Context: an optimization exercise on an open-source flow, tuned for small area. The choices shown serve that exercise and are no tape-out recipe. Where RTL was checked, it was by simulation tests only, not by an equivalence proof against the original. Power figures rest on the tool's default switching activity, not on a simulated workload.

ember:
==> flow/design.v <==
module segment_descriptor_codec (
    input  wire [31:0] base,
    input  wire [31:0] limit,
    input  wire [7:0]  access,
    input  wire [63:0] rec,
    output wire [63:0] enc,
    output wire [31:0] dec_base,
    output wire [31:0] dec_limit,
    output wire        dec_gran
);
    wire bytg = (limit[31:17] == 15'd0) && (!limit[16] || (limit[15:0] == 16'd0));
    wire [19:0] lp = limit[31:12];
    wire [20:0] bw;
    assign bw[0] = ~&limit[11:0];
    genvar i;
    generate for (i = 0; i < 20; i = i + 1) begin : g_dec
        assign bw[i+1] = bw[i] & ~lp[i];
    end endgenerate
    wire [19:0] pg = lp ^ bw[19:0];
    wire [19:0] lim20 = bytg ? limit[19:0] : pg;
    wire [3:0]  flags = {~bytg, 3'b100};
    assign enc = {base[31:24],             
                  flags, lim20[19:16],     
                  access,                  
                  base[23:0],              
                  lim20[15:0]};            
    wire [19:0] raw = {rec[51:48], rec[15:0]};
    assign dec_gran  = rec[55] & rec[54];
    assign dec_base  = {rec[63:56], rec[39:16]};
    assign dec_limit = dec_gran ? {raw, 12'hFFF} : {12'd0, raw};
endmodule
module annette_desc_block (
    input  wire        clk,
    input  wire        rst,           
    input  wire [31:0] table_base,
    input  wire        cpl0,
    output wire        cmd_ready,
    input  wire        cmd_valid,
    input  wire [7:0]  cmd,
    input  wire [31:0] base_in,
    input  wire [31:0] limit_in,
    input  wire [7:0]  access_in,
    input  wire [63:0] rec_in,
    input  wire        res_rd,
    input  wire        wr_valid,
    input  wire [31:0] wr_addr,
    input  wire [1:0]  wr_size,
    output wire [63:0] res,
    output wire [7:0]  status,
    output wire        mem_we,
    output wire [31:0] mem_addr,
    output wire [63:0] mem_wdata,
    input  wire        mem_ready,
    output wire        gdtr_we,
    output wire [15:0] gdtr_limit,
    output wire [31:0] gdtr_base
);
    localparam [2:0] F_ILLEGAL_COMMAND     = 3'd1;
    localparam [2:0] F_NOT_INSTALLED       = 3'd2;
    localparam [2:0] F_ALREADY_INSTALLED   = 3'd3;
    localparam [2:0] F_PRIVILEGE_VIOLATION = 3'd4;
    localparam [2:0] F_TABLE_REGION_WRAP   = 3'd5;
    localparam [2:0] F_TABLE_MUTATED       = 3'd6;
    localparam [2:0] F_READ_UNWRITTEN      = 3'd7;
    reg  [2:0]  st;
    reg  [2:0]  cause;
    reg  [63:0] r;
    wire idle      = ~st[2] & ~st[0];
    wire life      = st[1] & ~st[2];
    wire fault     = |cause;
    wire written   = ~r[63] | r[54];
    wire [63:0] enc_rec;
    wire [31:0] dec_base, dec_limit;
    wire        dec_gran;
    segment_descriptor_codec u_codec (
        .base      (base_in),
        .limit     (limit_in),
        .access    (access_in),
        .rec       (rec_in),
        .enc       (enc_rec),
        .dec_base  (dec_base),
        .dec_limit (dec_limit),
        .dec_gran  (dec_gran)
    );
    wire [1:0]  idx = st[1:0];
    wire [26:0] A   = wr_addr[31:5];
    wire [26:0] T   = table_base[31:5];
    wire [5:0]  lo  = {1'b0, wr_addr[4:0]} - {1'b0, table_base[4:0]};
    wire        bo  = lo[5];
    wire [2:0]  s   = {1'b0, table_base[4:3]} + {1'b0, idx};
    wire [27:0] c, ka;
    assign c[0]  = st[2] ? s[2] : bo;
    wire [26:0] TP  = T ^ c[26:0];
    wire        y0  = A[0] ^ TP[0];
    assign ka[0] = y0;
    genvar i;
    generate for (i = 1; i < 27; i = i + 1) begin : g_inc
        if (i == 9 || i == 18) begin : g_grp
            assign c[i] = c[0] & (&T[i-1:0]);
            assign ka[i] = ka[0] & (&A[i-1:0]);
        end else begin : g_rip
            assign c[i] = c[i-1] & T[i-1];
            assign ka[i] = ka[i-1] & A[i-1];
        end
    end endgenerate
    wire [26:0] AY  = A ^ ka[26:0];
    wire        hi  = (AY[26:1] == TP[26:1]);       
    wire [4:0]  ol  = lo[4:0];
    wire        w8  = (&ol[4:3]) & (ol[2:0] != 3'd0);
    wire        w4  = (&ol[4:2]) & (ol[1:0] != 2'd0);
    wire        w2  = &ol;
    wire        wr_hits = hi & (~y0 | (wr_size == 2'd3 & w8) |
                                      (wr_size == 2'd2 & w4) |
                                      (wr_size == 2'd1 & w2));
    wire       g   = idx[1];    
    assign cmd_ready  = idle;
    assign res        = {r[63:54], 2'b00, r[51:0]};
    assign status     = {1'b0, 1'b0, cause, fault, life, 1'b0};
    assign mem_we     = st[2];
    assign mem_addr   = {TP, s[1:0], table_base[2:0]};
    assign mem_wdata  = {8'h00, g, 1'b1, 6'h00,
                         g, 2'b00, g, g & ~idx[0], 1'b0, g, 1'b0,
                         24'h000000, 2'b00, {14{g}}};
    assign gdtr_we    = ~st[2] & st[0];
    assign gdtr_limit = 16'd31;
    assign gdtr_base  = table_base;
    wire take  = idle & ~fault;
    wire c_cmd = take & cmd_valid;
    wire c_hi  = cmd[7:5] == 3'd0;
    wire k00   = c_hi & (cmd[4:0] == 5'h00);
    wire k01   = c_hi & (cmd[4:0] == 5'h01);
    wire k02   = c_hi & (cmd[4:0] == 5'h02);
    wire k03   = c_hi & (cmd[4:0] == 5'h03);
    wire k04   = c_hi & (cmd[4:0] == 5'h04);
    wire k10   = c_hi & (cmd[4:0] == 5'h10);
    wire k1x   = c_hi & (cmd[4:2] == 3'b100) & (cmd[1:0] != 2'b11) & (cmd[1:0] != 2'b00);
    wire kill  = ~(k00 | k01 | k02 | k03 | k04 | k10 | k1x);
    wire w_enc = c_cmd & k01;
    wire w_db  = c_cmd & k02;
    wire w_dl  = c_cmd & k03;
    wire w_dg  = c_cmd & k04;
    wire w_sel = c_cmd & k1x & life;
    wire w_res = w_enc | w_db | w_dl | w_dg | w_sel;
    wire hold  = ~w_res;
    wire        G    = rec_in[55] & rec_in[54];
    reg  [31:0] lo_new;
    integer k;
    always @* begin
        for (k = 0; k < 32; k = k + 1) begin
            lo_new[k] = w_enc & enc_rec[k];
            lo_new[k] = lo_new[k] | (w_db & dec_base[k]);
            lo_new[k] = lo_new[k] | (w_dl & dec_limit[k]);
        end
        lo_new[0] = lo_new[0] | (w_dg & G);
        lo_new[3] = lo_new[3] | (w_sel & cmd[1]);
        lo_new[4] = lo_new[4] | w_sel;
    end
    wire [2:0] f_new =
        ~c_cmd ? ((take & res_rd & ~written) ? F_READ_UNWRITTEN :
                  (take & ~res_rd & wr_valid & life & wr_hits) ? F_TABLE_MUTATED : 3'd0) :
        kill   ? F_ILLEGAL_COMMAND :
        k10    ? (life ? F_ALREADY_INSTALLED :
                  ((&table_base[31:5]) && (|table_base[4:0])) ? F_TABLE_REGION_WRAP : 3'd0) :
        k1x    ? (life ? 3'd0 : F_NOT_INSTALLED) : 3'd0;
    wire start = c_cmd & k10 & ~life & ~((&table_base[31:5]) && (|table_base[4:0]));
    always @(posedge clk) begin
        if (rst) begin
            st    <= 3'b000;
            cause <= 3'd0;
            r[63] <= 1'b1;
            r[54] <= 1'b0;
        end else begin
            if (f_new != 3'd0)
                cause <= f_new;
            if (w_res) begin
                r[63] <= w_enc & enc_rec[63];
                r[54] <= w_enc;
            end
            if (start)
                st <= 3'b100;
            else if (st[2]) begin
                if (mem_ready) begin
                    if (idx != 2'd3)
                        st <= {1'b1, idx + 2'd1};
                    else if (cpl0)
                        st <= 3'b001;
                    else begin
                        st    <= 3'b000;
                        cause <= F_PRIVILEGE_VIOLATION;
                    end
                end
            end else if (st[0])
                st <= 3'b010;
        end
    end
    always @(posedge clk) begin
        r[62:55] <= ({8{w_enc}}  & enc_rec[62:55]) | ({8{hold}}  & r[62:55]);
        r[53:32] <= ({22{w_enc}} & enc_rec[53:32]) | ({22{hold}} & r[53:32]);
        r[31:0]  <= lo_new | ({32{hold}} & r[31:0]);
    end
endmodule
export LEC_CHECK = 0
export CAP_MARGIN = 20
export CORE_MARGIN = 2
export CORE_UTILIZATION = 40
export SLEW_MARGIN = 20
create_clock -name core_clock -period 10.0 [get_ports {clk}]
standard.sh (not shown) runs the stock make flow with config.mk's settings and CLKGATE_MAP_FILE= SYNTH_SCRIPT=/design/flow/synth_recipe.tcl, a recipe that flattens the netlist after the stock synthesis.
==> flow/flow/run.sh <==
#!/bin/bash
# The standard layout (standard.sh, unchanged synthesis and steps) with
# three placement/CTS choices:
#  - every input and output port still gets its own buffer, made from the
#    smallest buffer cell (buf_1) instead of the default pick;
#  - clock tree from clkbuf_8 cells, without CTS dummy loads;
#  - constant outputs share the tie cells synthesis made (one per value)
#    instead of one tie cell per output.
# Each run's full output goes to standard.log in this folder.
export BUFFER_PORTS_ARGS="-buffer_cell sky130_fd_sc_hd__buf_1"
export CTS_ARGS="-sink_clustering_enable -repair_clock_nets -buf_list sky130_fd_sc_hd__clkbuf_8 -dont_use_dummy_load"
export SKIP_REPAIR_TIE_FANOUT=1
bash standard.sh > standard.log 2>&1
ember ran to completion and came out clean on the timing, design-rule and antenna checks.
### ember -> raven
-- flow/design.v --
<<< ember, line 98
        if (i == 9 || i == 18) begin : g_grp
            assign c[i] = c[0] & (&T[i-1:0]);
            assign ka[i] = ka[0] & (&A[i-1:0]);
        end else begin : g_rip
            assign c[i] = c[i-1] & T[i-1];
            assign ka[i] = ka[i-1] & A[i-1];
        end
    end endgenerate
    wire [26:0] AY  = A ^ ka[26:0];
>>> raven, line 98
        if (i == 9 || i == 18) begin : g_grp
            assign c[i] = c[0] & (&T[i-1:0]);
        end else begin : g_rip
            assign c[i] = c[i-1] & T[i-1];
        end
        assign ka[i] = ka[i-1] & A[i-1];
    end endgenerate
    wire [26:0] AY  = A ^ ka[26:0];
### Flow results
Cmp raven vs ember: power share of the sequential group higher in raven. Looking at register-to-register slack across ember and raven, the one that comes out higher is ember. Diff ember and raven: multi-input logic portion of the cell area higher in ember. Of ember and raven, the lower net switching fraction of the power belongs to raven. The flow did not stop early for raven: all stages ran, and the layout cleared the timing, design-rule and antenna checks. The register share of the cell area was comparable across ember and raven. Highest attainable clock frequency: raven worse than ember. raven -> ember: cell area flat. Going from ember to raven, power decreased by 2.1% relative to the old numbers, sequential power shows no meaningful change.

* * *

== v6 ==
Starts from the design.v that is shown in full above.
clock: 10.0 ns
lec_check: 0
cap_margin: 20
core_margin: 2
core_utilization: 40
slew_margin: 20
==> flow/flow/run.sh <==
#!/bin/bash
# The standard layout (standard.sh, unchanged synthesis and steps) with
# three placement/CTS choices:
#  - every input and output port still gets its own buffer, made from the
#    smallest buffer cell (buf_1) instead of the default pick;
#  - clock tree from buf_6 cells, without CTS dummy loads;
#  - constant outputs share the tie cells synthesis made (one per value)
#    instead of one tie cell per output.
# Each run's full output goes to standard.log in this folder.
export BUFFER_PORTS_ARGS="-buffer_cell sky130_fd_sc_hd__buf_1"
export CTS_ARGS="-sink_clustering_enable -repair_clock_nets -buf_list sky130_fd_sc_hd__buf_6 -dont_use_dummy_load"
export SKIP_REPAIR_TIE_FANOUT=1
bash standard.sh > standard.log 2>&1
Setup changes, v6 to v7
--- a/flow/design.v
+++ b/flow/design.v
@@ -96,13 +96,12 @@
     genvar i;
     generate for (i = 1; i < 27; i = i + 1) begin : g_inc
         if (i == 9 || i == 18) begin : g_grp
             assign c[i] = c[0] & (&T[i-1:0]);
-            assign ka[i] = ka[0] & (&A[i-1:0]);
         end else begin : g_rip
             assign c[i] = c[i-1] & T[i-1];
-            assign ka[i] = ka[i-1] & A[i-1];
         end
+        assign ka[i] = ka[i-1] & A[i-1];
     end endgenerate
     wire [26:0] AY  = A ^ ka[26:0];
     wire        hi  = (AY[26:1] == TP[26:1]);       
     wire [4:0]  ol  = lo[4:0];
Notes after the runs:
Number of well-tap cells placed, v6 and v7: lower on v7. v7 closes out successfully: all stages finished, all timing, DRC and antenna checks passed. Compared with v6, in v7 post-route total power went down 14 uW; net load switching power went down; share of the core filled with cells in the final layout up 1.3 points. As far as I/O pin total goes, v6 and v7 are indistinguishable; the numbers are identical. Against v6 as the reference, v7 delivers a lower area inside the core boundary. The lower combinational power of v6 and v7 is in v7. v7 leaves less setup margin than v6. | first-pass GRT wire length | v7 vs v6 | better |. Number of storage elements in the synthesis netlist came out exactly the same in v6 and v7. On v7: synthesized area is 130 um^2 lower than what v6 gave. Of v7 and v6, it is v7 that has the lower met2 wire length. Looking only at fraction of standard cell area in multi-input logic, and setting everything else aside, the lower value of v6 and v7 goes to v7.

* * *

Starts from the design.v that is shown in full above.
clock: 10.0 ns
lec_check: 0
cap_margin: 20
core_margin: 2
core_utilization: 40
slew_margin: 20
==> flow/flow/run.sh <==
#!/bin/bash
# The standard layout (standard.sh, unchanged synthesis and steps) with
# two placement/CTS choices:
#  - every input and output port still gets its own buffer, made from the
#    smallest buffer cell (buf_1) instead of the default pick;
#  - clock tree from clkbuf_8 cells, without CTS dummy loads.
# Each run's full output goes to standard.log in this folder.
export BUFFER_PORTS_ARGS="-buffer_cell sky130_fd_sc_hd__buf_1"
export CTS_ARGS="-sink_clustering_enable -repair_clock_nets -buf_list sky130_fd_sc_hd__clkbuf_8 -dont_use_dummy_load"
bash standard.sh > standard.log 2>&1
Edit:
--- a/flow/design.v
+++ b/flow/design.v
@@ -89,28 +89,30 @@
     wire        bo  = lo[5];
     wire [2:0]  s   = {1'b0, table_base[4:3]} + {1'b0, idx};
-    wire [27:0] c, ka;
+    wire [27:0] c;
+    wire [26:0] ma;                                  
     assign c[0]  = st[2] ? s[2] : bo;
-    wire [26:0] TP  = T ^ c[26:0];
-    wire        y0  = A[0] ^ TP[0];
-    assign ka[0] = y0;
+    assign ma[0] = 1'b1;
     genvar i;
-    generate for (i = 1; i < 27; i = i + 1) begin : g_inc
+    generate for (i = 0; i < 27; i = i + 1) begin : g_inc
         if (i == 9 || i == 18) begin : g_grp
             assign c[i] = c[0] & (&T[i-1:0]);
-            assign ka[i] = ka[0] & (&A[i-1:0]);
-        end else begin : g_rip
+        end else if (i > 0) begin : g_rip
             assign c[i] = c[i-1] & T[i-1];
-            assign ka[i] = ka[i-1] & A[i-1];
+        end
+        if (i > 0) begin : g_ma
+            assign ma[i] = ma[i-1] & A[i-1];
         end
     end endgenerate
-    wire [26:0] AY  = A ^ ka[26:0];
-    wire        hi  = (AY[26:1] == TP[26:1]);       
+    wire [26:0] TP  = T ^ c[26:0];
+    wire [26:0] y   = A ^ TP;
+    wire        z0  = ~|y;                           
+    wire        m1  = ~|(y ^ ma);                    
     wire [4:0]  ol  = lo[4:0];
     wire        w8  = (&ol[4:3]) & (ol[2:0] != 3'd0);
     wire        w4  = (&ol[4:2]) & (ol[1:0] != 2'd0);
     wire        w2  = &ol;
-    wire        wr_hits = hi & (~y0 | (wr_size == 2'd3 & w8) |
+    wire        wr_hits = z0 | (m1 & ((wr_size == 2'd3 & w8) |
                                       (wr_size == 2'd2 & w4) |
-                                      (wr_size == 2'd1 & w2));
+                                      (wr_size == 2'd1 & w2)));
     wire       g   = idx[1];    
     assign cmd_ready  = idle;
Effect: The changed run finished clean; die area grows by a few percent; maximum frequency is lower slightly; power goes up slightly; final cell count increases by a few percent; via count rises by a little under a tenth; setup slack is worse by 37 ps; sequential power hardly moves; flip-flop and latch count stays the same; non-clock buffer count grows by 3.

* * *

## v2
annette_desc_block, a different RTL version from the one above (not shown whole).
Size in the first run: roughly 700 cells after synthesis, ~440 I/O pins, about 5900 um^2 of cells after synthesis.
==> module annette_desc_block, before the edit <==
module annette_desc_block (
    input  wire        clk,
    input  wire        rst,           
    input  wire [31:0] table_base,
    input  wire        cpl0,
    output wire        cmd_ready,
    input  wire        cmd_valid,
    input  wire [7:0]  cmd,
    input  wire [31:0] base_in,
    input  wire [31:0] limit_in,
    input  wire [7:0]  access_in,
    input  wire [63:0] rec_in,
    input  wire        res_rd,
    input  wire        wr_valid,
    input  wire [31:0] wr_addr,
    input  wire [1:0]  wr_size,
    output wire [63:0] res,
    output wire [7:0]  status,
    output wire        mem_we,
    output wire [31:0] mem_addr,
    output wire [63:0] mem_wdata,
    input  wire        mem_ready,
    output wire        gdtr_we,
    output wire [15:0] gdtr_limit,
    output wire [31:0] gdtr_base
);
    localparam [2:0] F_ILLEGAL_COMMAND     = 3'd1;
    localparam [2:0] F_NOT_INSTALLED       = 3'd2;
    localparam [2:0] F_ALREADY_INSTALLED   = 3'd3;
    localparam [2:0] F_PRIVILEGE_VIOLATION = 3'd4;
    localparam [2:0] F_TABLE_REGION_WRAP   = 3'd5;
    localparam [2:0] F_TABLE_MUTATED       = 3'd6;
    localparam [2:0] F_READ_UNWRITTEN      = 3'd7;
    reg  [1:0]  st;
    reg  [2:0]  cause;
    reg  [63:0] r;
    wire idle      = ~st[1];
    wire life      = st[0];                 
    wire fault     = |cause;
    wire written   = ~r[63] | r[54];
    wire [63:0] enc_rec;
    wire [31:0] dec_base, dec_limit;
    wire        dec_gran;
    segment_descriptor_codec u_codec (
        .base      (base_in),
        .limit     (limit_in),
        .access    (access_in),
        .rec       (rec_in),
        .enc       (enc_rec),
        .dec_base  (dec_base),
        .dec_limit (dec_limit),
        .dec_gran  (dec_gran)
    );
    wire [1:0]  idx = cause[1:0];
    wire [26:0] A   = wr_addr[31:5];
    wire [26:0] T   = table_base[31:5];
    wire [5:0]  lo  = {1'b0, wr_addr[4:0]} - {1'b0, table_base[4:0]};
    wire        bo  = lo[5];
    wire [2:0]  s   = {1'b0, table_base[4:3]} + {1'b0, idx};
    wire [27:0] c, ka;
    assign c[0]  = st[1] ? s[2] : bo;
    wire [26:0] TP  = T ^ c[26:0];
    wire        y0  = A[0] ^ TP[0];
    assign ka[0] = y0;
    genvar i;
    generate for (i = 1; i < 27; i = i + 1) begin : g_inc
        if (i == 9 || i == 18) begin : g_grp
            assign c[i] = c[0] & (&T[i-1:0]);
            assign ka[i] = ka[0] & (&A[i-1:0]);
        end else begin : g_rip
            assign c[i] = c[i-1] & T[i-1];
            assign ka[i] = ka[i-1] & A[i-1];
        end
    end endgenerate
    wire [26:0] AY  = A ^ ka[26:0];
    wire        hi  = (AY[26:1] == TP[26:1]);       
    wire [4:0]  ol  = lo[4:0];
    wire        w8  = (&ol[4:3]) & (ol[2:0] != 3'd0);
    wire        w4  = (&ol[4:2]) & (ol[1:0] != 2'd0);
    wire        w2  = &ol;
    wire        wr_hits = hi & (~y0 | (wr_size == 2'd3 & w8) |
                                      (wr_size == 2'd2 & w4) |
                                      (wr_size == 2'd1 & w2));
    wire       g   = idx[1];    
    assign cmd_ready  = idle;
    assign res        = {r[63:54], 2'b00, r[51:0]};
    assign status     = {1'b0, 1'b0, cause, fault, life, 1'b0};
    assign mem_we     = st[1] & ~st[0];
    assign mem_addr   = {TP, s[1:0], table_base[2:0]};
    assign mem_wdata  = {8'h00, g, 1'b1, 6'h00,
                         g, 2'b00, g, g & ~idx[0], 1'b0, g, 1'b0,
                         24'h000000, 2'b00, {14{g}}};
    assign gdtr_we    = st[1] & st[0];
    assign gdtr_limit = 16'd31;
    assign gdtr_base  = table_base;
    wire take  = idle & ~fault;
    wire c_cmd = take & cmd_valid;
    wire c_hi  = cmd[7:5] == 3'd0;
    wire k00   = c_hi & (cmd[4:0] == 5'h00);
    wire k01   = c_hi & (cmd[4:0] == 5'h01);
    wire k02   = c_hi & (cmd[4:0] == 5'h02);
    wire k03   = c_hi & (cmd[4:0] == 5'h03);
    wire k04   = c_hi & (cmd[4:0] == 5'h04);
    wire k10   = c_hi & (cmd[4:0] == 5'h10);
    wire k1x   = c_hi & (cmd[4:2] == 3'b100) & (cmd[1:0] != 2'b11) & (cmd[1:0] != 2'b00);
    wire kill  = ~(k00 | k01 | k02 | k03 | k04 | k10 | k1x);
    wire w_enc = c_cmd & k01;
    wire w_db  = c_cmd & k02;
    wire w_dl  = c_cmd & k03;
    wire w_dg  = c_cmd & k04;
    wire w_sel = c_cmd & k1x & life;
    wire w_res = w_enc | w_db | w_dl | w_dg | w_sel;
    wire hold  = ~w_res;
    wire        G    = rec_in[55] & rec_in[54];
    reg  [31:0] lo_new;
    integer k;
    always @* begin
        for (k = 0; k < 32; k = k + 1) begin
            lo_new[k] = w_enc & enc_rec[k];
            lo_new[k] = lo_new[k] | (w_db & dec_base[k]);
            lo_new[k] = lo_new[k] | (w_dl & dec_limit[k]);
        end
        lo_new[0] = lo_new[0] | (w_dg & G);
        lo_new[3] = lo_new[3] | (w_sel & cmd[1]);
        lo_new[4] = lo_new[4] | w_sel;
    end
    wire [2:0] f_new =
        ~c_cmd ? ((take & res_rd & ~written) ? F_READ_UNWRITTEN :
                  (take & ~res_rd & wr_valid & life & wr_hits) ? F_TABLE_MUTATED : 3'd0) :
        kill   ? F_ILLEGAL_COMMAND :
        k10    ? (life ? F_ALREADY_INSTALLED :
                  ((&table_base[31:5]) && (|table_base[4:0])) ? F_TABLE_REGION_WRAP : 3'd0) :
        k1x    ? (life ? 3'd0 : F_NOT_INSTALLED) : 3'd0;
    wire start = c_cmd & k10 & ~life & ~((&table_base[31:5]) && (|table_base[4:0]));
    always @(posedge clk) begin
        if (rst) begin
            st    <= 2'b00;
            cause <= 3'd0;
            r[63] <= 1'b1;
            r[54] <= 1'b0;
        end else begin
            if (f_new != 3'd0)
                cause <= f_new;
            if (w_res) begin
                r[63] <= w_enc & enc_rec[63];
                r[54] <= w_enc;
            end
            if (start)
                st <= 2'b10;                     
            else if (mem_we) begin
                if (mem_ready) begin
                    if (idx != 2'd3)
                        cause[1:0] <= idx + 2'd1;
                    else if (cpl0) begin
                        st    <= 2'b11;
                        cause <= 3'd0;
                    end else begin
                        st    <= 2'b00;
                        cause <= F_PRIVILEGE_VIOLATION;
                    end
                end
            end else if (st[1])
                st <= 2'b01;
        end
    end
    always @(posedge clk) begin
        r[62:55] <= ({8{w_enc}}  & enc_rec[62:55]) | ({8{hold}}  & r[62:55]);
        r[53:32] <= ({22{w_enc}} & enc_rec[53:32]) | ({22{hold}} & r[53:32]);
        r[31:0]  <= lo_new | ({32{hold}} & r[31:0]);
    end
endmodule
==> flow/config.mk <==
export PLATFORM = sky130hd
export DESIGN_NAME = annette_desc_block
export DESIGN_NICKNAME = annette_desc_block
export VERILOG_FILES = /design/flow/design.v
export SDC_FILE = /design/flow/constraint.sdc
export NUM_CORES = 4
export LEC_CHECK = 0
export CAP_MARGIN = 20
export CORE_MARGIN = 2
export CORE_UTILIZATION = 40
export SLEW_MARGIN = 20
==> flow/constraint.sdc <==
create_clock -name core_clock -period 10.0 [get_ports {clk}]
set_input_delay 2.0000 -clock core_clock [delete_from_list [all_inputs] [get_ports {clk}]]
set_output_delay 2.0000 -clock core_clock [all_outputs]
set_load 0.01 [all_outputs]
==> flow/flow/run.sh <==
#!/bin/bash
# The standard layout (standard.sh, unchanged synthesis and steps) with
# three placement/CTS choices:
#  - every input and output port still gets its own buffer, made from the
#    smallest buffer cell (buf_1) instead of the default pick;
#  - clock tree from clkbuf_8 cells, without CTS dummy loads;
#  - constant outputs share the tie cells synthesis made (one per value)
#    instead of one tie cell per output.
# Each run's full output goes to standard.log in this folder.
export BUFFER_PORTS_ARGS="-buffer_cell sky130_fd_sc_hd__buf_1"
export CTS_ARGS="-sink_clustering_enable -repair_clock_nets -buf_list sky130_fd_sc_hd__clkbuf_8 -dont_use_dummy_load"
export SKIP_REPAIR_TIE_FANOUT=1
bash standard.sh > standard.log 2>&1
Changes in v31 relative to v2:
--- a/flow/design.v
+++ b/flow/design.v
@@ -62,11 +62,11 @@
     localparam [2:0] F_TABLE_REGION_WRAP   = 3'd5;
     localparam [2:0] F_TABLE_MUTATED       = 3'd6;
     localparam [2:0] F_READ_UNWRITTEN      = 3'd7;
-    reg  [1:0]  st;
+    reg  [2:0]  st;
     reg  [2:0]  cause;
     reg  [63:0] r;
-    wire idle      = ~st[1];
-    wire life      = st[0];                 
+    wire idle      = ~st[2] & ~st[0];
+    wire life      = st[1] & ~st[2];
     wire fault     = |cause;
     wire written   = ~r[63] | r[54];
     wire [63:0] enc_rec;
@@ -82,46 +82,47 @@
         .dec_limit (dec_limit),
         .dec_gran  (dec_gran)
     );
-    wire [1:0]  idx = cause[1:0];
+    wire [1:0]  idx = st[1:0];
     wire [26:0] A   = wr_addr[31:5];
     wire [26:0] T   = table_base[31:5];
     wire [5:0]  lo  = {1'b0, wr_addr[4:0]} - {1'b0, table_base[4:0]};
     wire        bo  = lo[5];
     wire [2:0]  s   = {1'b0, table_base[4:3]} + {1'b0, idx};
-    wire [27:0] c, ka;
-    assign c[0]  = st[1] ? s[2] : bo;
+    wire [27:0] c;
     wire [26:0] TP  = T ^ c[26:0];
-    wire        y0  = A[0] ^ TP[0];
-    assign ka[0] = y0;
+    wire [26:0] y   = A ^ TP;
+    wire [26:0] mb;                                  
+    assign c[0]  = st[2] ? s[2] : bo;
+    assign mb[0] = y[0];
     genvar i;
-    generate for (i = 1; i < 27; i = i + 1) begin : g_inc
+    generate for (i = 0; i < 27; i = i + 1) begin : g_inc
         if (i == 9 || i == 18) begin : g_grp
             assign c[i] = c[0] & (&T[i-1:0]);
-            assign ka[i] = ka[0] & (&A[i-1:0]);
-        end else begin : g_rip
+        end else if (i > 0) begin : g_rip
             assign c[i] = c[i-1] & T[i-1];
-            assign ka[i] = ka[i-1] & A[i-1];
+        end
+        if (i > 0) begin : g_mb
+            assign mb[i] = mb[i-1] & A[i-1];
         end
     end endgenerate
-    wire [26:0] AY  = A ^ ka[26:0];
-    wire        hi  = (AY[26:1] == TP[26:1]);       
+    wire        hi  = ~|(y[26:1] ^ mb[26:1]);       
     wire [4:0]  ol  = lo[4:0];
     wire        w8  = (&ol[4:3]) & (ol[2:0] != 3'd0);
     wire        w4  = (&ol[4:2]) & (ol[1:0] != 2'd0);
     wire        w2  = &ol;
-    wire        wr_hits = hi & (~y0 | (wr_size == 2'd3 & w8) |
+    wire        wr_hits = hi & (~y[0] | (wr_size == 2'd3 & w8) |
                                       (wr_size == 2'd2 & w4) |
                                       (wr_size == 2'd1 & w2));
     wire       g   = idx[1];    
     assign cmd_ready  = idle;
     assign res        = {r[63:54], 2'b00, r[51:0]};
     assign status     = {1'b0, 1'b0, cause, fault, life, 1'b0};
-    assign mem_we     = st[1] & ~st[0];
+    assign mem_we     = st[2];
     assign mem_addr   = {TP, s[1:0], table_base[2:0]};
     assign mem_wdata  = {8'h00, g, 1'b1, 6'h00,
                          g, 2'b00, g, g & ~idx[0], 1'b0, g, 1'b0,
                          24'h000000, 2'b00, {14{g}}};
-    assign gdtr_we    = st[1] & st[0];
+    assign gdtr_we    = ~st[2] & st[0];
     assign gdtr_limit = 16'd31;
     assign gdtr_base  = table_base;
     wire take  = idle & ~fault;
@@ -165,7 +166,7 @@
     wire start = c_cmd & k10 & ~life & ~((&table_base[31:5]) && (|table_base[4:0]));
     always @(posedge clk) begin
         if (rst) begin
-            st    <= 2'b00;
+            st    <= 3'b000;
             cause <= 3'd0;
             r[63] <= 1'b1;
             r[54] <= 1'b0;
@@ -177,21 +178,20 @@
                 r[54] <= w_enc;
             end
             if (start)
-                st <= 2'b10;                     
-            else if (mem_we) begin
+                st <= 3'b100;
+            else if (st[2]) begin
                 if (mem_ready) begin
                     if (idx != 2'd3)
-                        cause[1:0] <= idx + 2'd1;
-                    else if (cpl0) begin
-                        st    <= 2'b11;
-                        cause <= 3'd0;
-                    end else begin
-                        st    <= 2'b00;
+                        st <= {1'b1, idx + 2'd1};
+                    else if (cpl0)
+                        st <= 3'b001;
+                    else begin
+                        st    <= 3'b000;
                         cause <= F_PRIVILEGE_VIOLATION;
                     end
                 end
-            end else if (st[1])
-                st <= 2'b01;
+            end else if (st[0])
+                st <= 3'b010;
         end
     end
     always @(posedge clk) begin
==> comparison <==
- [compare] base=v2 new=v31: wire length of the first global-routing pass shows an increase of 1.3%, worst path setup slack after routing shows a reduction of 120 ps.
- Run comparison: v31 worst-path cell with the longest stage delay sky130_fd_sc_hd__a21oi_1; v2 worst-path cell with the longest stage delay sky130_fd_sc_hd__ha_1
- Comparing first-iteration DRC count for v31 and v2, the smaller number came from v2.
- v31 vs v2: synthesized cell count up by a few percent
- Between v2 and v31, part of the total power dissipated in combinational logic decreased.
- Higher portion of the clock cycle consumed by the worst path in the final layout was reported by v31, not v2.
- In the reports for v31 and v2, the smaller overall power belongs to v31.
- In the metrics for v31 and v2, the one carrying the lower count of nets after finishing is v2.
- Compared with v2, v31 shows area used by sequential logic in the layout higher by 20 um^2.
- Final wirelength: v31 > v2
- Per the comparison of v31 with v2, share of synthesized cell area in full adder, half adder and majority cells now smaller; worst reg-to-reg path cell count now smaller; clock network power share now larger; sequential power comparable.
No functional check of the RTL was part of any run of this note.

==> re-timing with driven ports <==
Ports are ideal in the flow. The routed layouts listed here were re-timed in OpenROAD.
Step 1 assumes that a clkbuf_16 drives the clock port and a buf_2 every other input.
Step 2, shift: input delay + t, output delay - t, t = (earliest + latest rising clock arrival at the registers) / 2. This alone moves slack from input paths to output paths.
a / b / c = no drivers / after step 1 / after step 2; a / b = the first two.
| run | t, ns | setup WS [ns] | worst setup path at the end | cell pins on the clock port's net |
|---|---|---|---|---|
| ember | 0.373 | 2.430 / 2.408 / 2.408 | input to output | 1 |
| raven | 0.375 | 0.708 / 0.721 / 0.346 | input to register | 1 |
| v6 | 0.341 | 2.456 / 2.434 / 2.434 | input to output | 1 |
| v7 | 0.342 | 0.688 / 0.701 / 0.360 | input to register | 1 |
| the first run of note 3 | 0.378 | 2.464 / 2.441 / 2.441 | input to output | 1 |
| the second run of note 3 | 0.373 | 2.427 / 2.406 / 2.406 | input to output | 1 |
| v2 | 0.385 | 2.650 / 2.626 / 2.546 | input to register | 1 |
| v31 | 0.384 | 2.527 / 2.505 / 2.505 | input to output | 1 |
After both steps setup and hold are still met in every run listed. The setup slack of raven, which loses most, moves by +0.013 ns with the drivers and by -0.362 ns with both steps.
